What follows belongs to an exercise in optimizing a design on an open flow for small area; a production flow would make more cautious choices. At most, simulation tests tie the RTL to the original design; equivalence was not proved. Power is estimated from default activity; no workload was simulated. No driver is modelled on the clock port, so clocking that relies on it looks cheaper here than on a real chip.

amber:
Design kbd_scan_react, start of the top module:
module kbd_scan_react (
    input  wire        clk,
    input  wire        rst,
    input  wire        cmd_valid,
    input  wire [7:0]  cmd,
    output wire        cmd_ready,
    output wire [7:0]  row_n,
    input  wire [7:0]  col_n,
    input  wire [31:0] rnd_data,
    output wire        rnd_take,
    output wire [17:0] ev,
    output wire        led_valid,
    output wire [23:0] led_data,
    output wire        draw_valid,
    output wire [1:0]  draw_sprite,
    output wire [2:0]  fault
);
Size: about 620 flip-flops, roughly 110 I/O pins, roughly 18000 um^2 of cells after synthesis.
export LEC_CHECK = 0
export CAP_MARGIN = 20
export CORE_MARGIN = 2
export CORE_UTILIZATION = 40
export PLACE_DENSITY = 0.6
export SLEW_MARGIN = 20
create_clock -name core_clock -period 14.0 [get_ports {clk}]
standard.sh (not shown) runs the stock make flow with config.mk's settings and CLKGATE_MAP_FILE= SYNTH_SCRIPT=/design/flow/synth_recipe.tcl, a recipe that flattens the netlist after the stock synthesis.
==> flow/flow/run.sh <==
#!/bin/bash
# Standard layout, with CTS dummy loads off and port buffers of the smallest buffer cell.
set -euo pipefail
export CTS_ARGS="-sink_clustering_enable -repair_clock_nets -dont_use_dummy_load"
export BUFFER_PORTS_ARGS="-buffer_cell sky130_fd_sc_hd__buf_1"
bash standard.sh > standard.log 2>&1
Setup changes, amber to sierra
==> flow/run.sh (new file) <==
#!/bin/bash
# synth_recipe.tcl (not shown) runs the flow's synth.tcl, then flattens the netlist and writes it again
# the make line also repeats each setting of config.mk as NAME=value (left out here)
make -C /OpenROAD-flow-scripts/flow DESIGN_CONFIG=/design/flow/config.mk WORK_HOME=/design/flow/orfs CLKGATE_MAP_FILE= SYNTH_SCRIPT=/design/flow/synth_recipe.tcl finish
removed: flow/flow/run.sh
removed: flow/standard.sh
### Flow results
Compared sierra vs amber, and combinational power share is down in sierra. sierra ends up with a first-pass GRT wire length that is about 3.2% higher than in amber. Looking at total wire length after detailed routing, sierra sits 1.1 mm above amber.
#### Input delta (juniper over sierra)
==> flow/flow/run.sh (new file) <==
#!/bin/bash
set -euo pipefail
export CTS_ARGS="-sink_clustering_enable -repair_clock_nets -dont_use_dummy_load -buf_list sky130_fd_sc_hd__clkbuf_16 -sink_clustering_size 40 -sink_clustering_max_diameter 80"
export BUFFER_PORTS_ARGS="-buffer_cell sky130_fd_sc_hd__buf_1"
bash standard.sh > standard.log 2>&1
==> flow/standard.sh (new file) <==
#!/bin/bash
# synth_recipe.tcl (not shown) runs the flow's synth.tcl, then flattens the netlist and writes it again
# the make line also repeats each setting of config.mk as NAME=value (left out here)
make -C /OpenROAD-flow-scripts/flow DESIGN_CONFIG=/design/flow/config.mk WORK_HOME=/design/flow/orfs CLKGATE_MAP_FILE= SYNTH_SCRIPT=/design/flow/synth_recipe.tcl "${@:-finish}"
removed: flow/run.sh
==> comparison <==
Vias after detailed routing was higher in sierra than in juniper. The total met2 wirelength after detailed routing in juniper is 0.943 times that in sierra. The setup slack of juniper was superior to that of sierra. The lower overall track demand over capacity in global routing came out of juniper. juniper: filler cell count higher than sierra. Run comparison: sierra launching element of the worst setup path lr[8]; juniper launching element of the worst setup path lr[10]. Summary: with sierra as the reference, combinational power in juniper moved down by a few percent. Cmp juniper vs sierra: final cell count lower in juniper. Count of clock-buffer cells in the layout went down by more than half going from sierra to juniper. Diff sierra..juniper | number of buffer and inverter instances along the worst setup path | unchanged. Against sierra, juniper comes in 5.6 points higher on sequential share of layout area.
### juniper -> zinc
Settings: putting ABC_AREA at 1 where nothing was set.
==> flow/flow/run.sh <==
#!/bin/bash
set -euo pipefail
export CTS_ARGS="-sink_clustering_enable -repair_clock_nets -dont_use_dummy_load -buf_list sky130_fd_sc_hd__clkbuf_4"
export BUFFER_PORTS_ARGS="-buffer_cell sky130_fd_sc_hd__buf_1"
bash standard.sh > standard.log 2>&1
==> summary.txt <==
Comparing juniper and zinc, the lower number of fill cells in the layout was measured on juniper.
Looking at worst setup slack after placement, zinc sits 0.72 ns above juniper.
zinc ends up with a post-synthesis instance area that is 430 um^2 higher than in juniper.
Routed wire length up about 14% in zinc wrt juniper
Min core area across juniper and zinc: juniper
Via count went up by more than 10% going from juniper to zinc.
Final instance count without filler cells is lower on juniper
When zinc is measured against juniper, its non-clock buffer count turns out about 1% lower.
What zinc reported for maximum number of pins on one net before global-route repair has to be multiplied by 1.3 to get the figure for juniper.
zinc vs juniper on global-route wire length before repair: zinc is the higher one.
Across juniper and zinc, none had a timing, DRC or antenna violation.
Setup changes, zinc to xenon
Settings: removing ABC_AREA (formerly 1).
==> flow/flow/run.sh <==
#!/bin/bash
set -euo pipefail
export CTS_ARGS="-sink_clustering_enable -repair_clock_nets -dont_use_dummy_load -buf_list sky130_fd_sc_hd__clkbuf_8 -sink_clustering_size 20 -sink_clustering_max_diameter 50"
export BUFFER_PORTS_ARGS="-buffer_cell sky130_fd_sc_hd__buf_1"
bash standard.sh > standard.log 2>&1
## What came out
xenon ends up with a setup slack that is 0.54 ns lower than in zinc. Changes observed in xenon relative to zinc: cell count went down 410, worst hold slack moved down, sequential portion of the cell area went up, multi-input combinational area share rose by 1.6 points, final design instance area without fill fell 4.6%. NOTE: final core utilization in xenon falls short of that of zinc. Looking at synthesized cell count, xenon sits 286 lower than zinc does. Cmp zinc and xenon / total power after layout / higher: xenon. Going from zinc to xenon, the fraction of power consumed by the clock network was found to have gone down by 11 points. The lower power per cell area of zinc and xenon is in zinc.
No functional check of the RTL was part of any run of this note.

* * *

kbd_scan_react, a different RTL version from the one above (not shown whole).
Size: ~1,400 cells after synthesis, ~110 I/O pins, ~14,000 um2 of cells after synthesis.
clock: 14.0 ns
lec_check: 0
cap_margin: 20
core_margin: 2
core_utilization: 60
place_density: 0.75
slew_margin: 20
==> flow/flow/run.sh <==
#!/bin/bash
# Layout flow: the standard synthesis, then an area-oriented re-mapping of
# its combinational logic (flip-flops untouched, equivalence proven with Yosys;
# the standard netlist is used if anything fails), then the standard layout
# steps with these changes: port buffers use buf_1, and clock tree synthesis
# uses clkbuf_8 with smaller sink clusters and no dummy loads.
set -euo pipefail
HERE=$(pwd)
R=$HERE/orfs/results/$FLOW_PLATFORM/kbd_scan_react/base
LIB=$FLOW_HOME/platforms/$FLOW_PLATFORM/lib/sky130_fd_sc_hd__tt_025C_1v80.lib
YOSYS=$FLOW_HOME/../tools/install/yosys/bin/yosys
[ -x "$YOSYS" ] || YOSYS=yosys
export CTS_ARGS="-sink_clustering_enable -repair_clock_nets -dont_use_dummy_load -buf_list {sky130_fd_sc_hd__clkbuf_8 sky130_fd_sc_hd__clkbuf_16} -root_buf sky130_fd_sc_hd__clkbuf_16 -sink_clustering_buffer sky130_fd_sc_hd__clkbuf_8 -sink_clustering_size 24 -sink_clustering_max_diameter 40"
export BUFFER_PORTS_ARGS="-buffer_cell sky130_fd_sc_hd__buf_1"

bash standard.sh synth > standard_synth.log 2>&1
cp "$R/1_2_yosys.v" "$HERE/std_1_2_yosys.v"

DU=$(sed -n '/^export DONT_USE_CELLS/,/^#/p' "$FLOW_HOME/platforms/$FLOW_PLATFORM/config.mk" \
     | grep -o 'sky130_fd_sc_hd__[a-z0-9_]*' | sed 's/^/-dont_use /' | tr '\n' ' ')
sed -e "s#@LIB@#$LIB#g" -e "s#@IN@#$HERE/std_1_2_yosys.v#" -e "s#@OUT@#$HERE/resynth.v#" \
    -e "s#@ABC@#$HERE/flow/area.abc#" -e "s#@TOP@#$FLOW_TOP#g" -e "s#@DONTUSE@#$DU#" \
    -e "s#@STAT@#$HERE/resynth_stat.txt#" flow/resynth.ys > resynth.ys
sed -e "s#@LIB@#$LIB#g" -e "s#@GOLD@#$HERE/std_1_2_yosys.v#" -e "s#@GATE@#$HERE/resynth.v#" \
    -e "s#@TOP@#$FLOW_TOP#g" flow/equiv.ys > equiv.ys
sed -e "s#@LIB@#$LIB#g" -e "s#@GATE@#$HERE/resynth.v#" -e "s#@TOP@#$FLOW_TOP#g" flow/check.ys > check.ys
if "$YOSYS" -q -l resynth.log resynth.ys > /dev/null 2>&1 && \
   "$YOSYS" -q -l check.log check.ys > /dev/null 2>&1 && \
   "$YOSYS" -q -l equiv.log equiv.ys > /dev/null 2>&1; then
  cp "$HERE/resynth.v" "$R/1_2_yosys.v"
  rm -f "$R/1_synth.odb" "$R/1_synth.sdc"
  echo "using the re-mapped netlist" > netlist_choice.txt
else
  echo "re-mapping failed; using the standard netlist" > netlist_choice.txt
fi

bash standard.sh > standard.log 2>&1
Other scripts of this flow, unchanged in this note and not shown: flow/flow/area.abc, flow/flow/check.ys, flow/flow/equiv.ys, flow/flow/resynth.ys
The first run passed the timing, DRC and antenna checks.
==> next run, changes <==
--- a/flow/flow/run.sh
+++ b/flow/flow/run.sh
@@ -13 +13 @@
-export CTS_ARGS="-sink_clustering_enable -repair_clock_nets -dont_use_dummy_load -buf_list {sky130_fd_sc_hd__clkbuf_8 sky130_fd_sc_hd__clkbuf_16} -root_buf sky130_fd_sc_hd__clkbuf_16 -sink_clustering_buffer sky130_fd_sc_hd__clkbuf_8 -sink_clustering_size 24 -sink_clustering_max_diameter 40"
+export CTS_ARGS="-sink_clustering_enable -repair_clock_nets -dont_use_dummy_load -buf_list sky130_fd_sc_hd__clkbuf_8 -sink_clustering_size 24 -sink_clustering_max_diameter 40"
Maximum frequency shrinks slightly.
Sequential cell count does not change.
Total power shrinks slightly.
Synthesized cell count stays the same.
Wire length shrinks slightly.
Via count hardly moves.
==> next run, changes <==
--- a/flow/flow/run.sh
+++ b/flow/flow/run.sh
@@ -13 +13 @@
-export CTS_ARGS="-sink_clustering_enable -repair_clock_nets -dont_use_dummy_load -buf_list sky130_fd_sc_hd__clkbuf_8 -sink_clustering_size 24 -sink_clustering_max_diameter 40"
+export CTS_ARGS="-sink_clustering_enable -repair_clock_nets -dont_use_dummy_load -buf_list sky130_fd_sc_hd__clkbuf_8 -sink_clustering_size 20 -sink_clustering_max_diameter 50"
=> Routed wire length went down slightly. Worst setup slack gets worse by 15 ps. Power fell slightly. Cell area decreases slightly. Hold slack gets better by 39 ps. Sequential share of layout area rises by 0.28 points. Area after synthesis does not change.

==> separate check: timing with driven ports <==
Ports are ideal in the flow. The routed layouts listed here were re-timed in OpenROAD. Step 1: set_driving_cell puts a clkbuf_16 on clk and a buf_2 on each other input, an assumption about the parent block. Step 2 adds t to the input delays and takes it off the output delays; t is the mean of the earliest and latest rising clock arrival at the registers after step 1. Input paths then give back, and output paths get back, about the clock's delay inside the block. Slacks: ideal ports / drivers / drivers and shift; pairs: ideal ports / drivers.
run | t (ns) | slack for setup (ns) | worst setup path at the end | slew at the worst register clock pin (ns) | pins driven straight from the clock port
amber | 0.609 | 4.562 / 4.511 / 5.119 | register to output | 0.06 / 0.06 | 1
sierra | 0.659 | 4.137 / 4.085 / 4.743 | register to output | 0.07 / 0.07 | 1
juniper | 0.591 | 4.639 / 4.589 / 5.179 | register to output | 0.13 / 0.13 | 1
zinc | 0.863 | 5.057 / 5.008 / 5.871 | register to output | 0.07 / 0.07 | 1
xenon | 0.625 | 4.512 / 4.466 / 5.091 | register to output | 0.11 / 0.11 | 1
the first run of note 2 | 0.528 | 5.395 / 5.348 / 5.877 | register to output | 0.12 / 0.12 | 1
the second run of note 2 | 0.580 | 5.342 / 5.302 / 5.882 | register to output | 0.12 / 0.12 | 1
the third run of note 2 | 0.551 | 5.328 / 5.284 / 5.835 | register to output | 0.11 / 0.11 | 1
After both steps setup and hold are still met in every run listed.
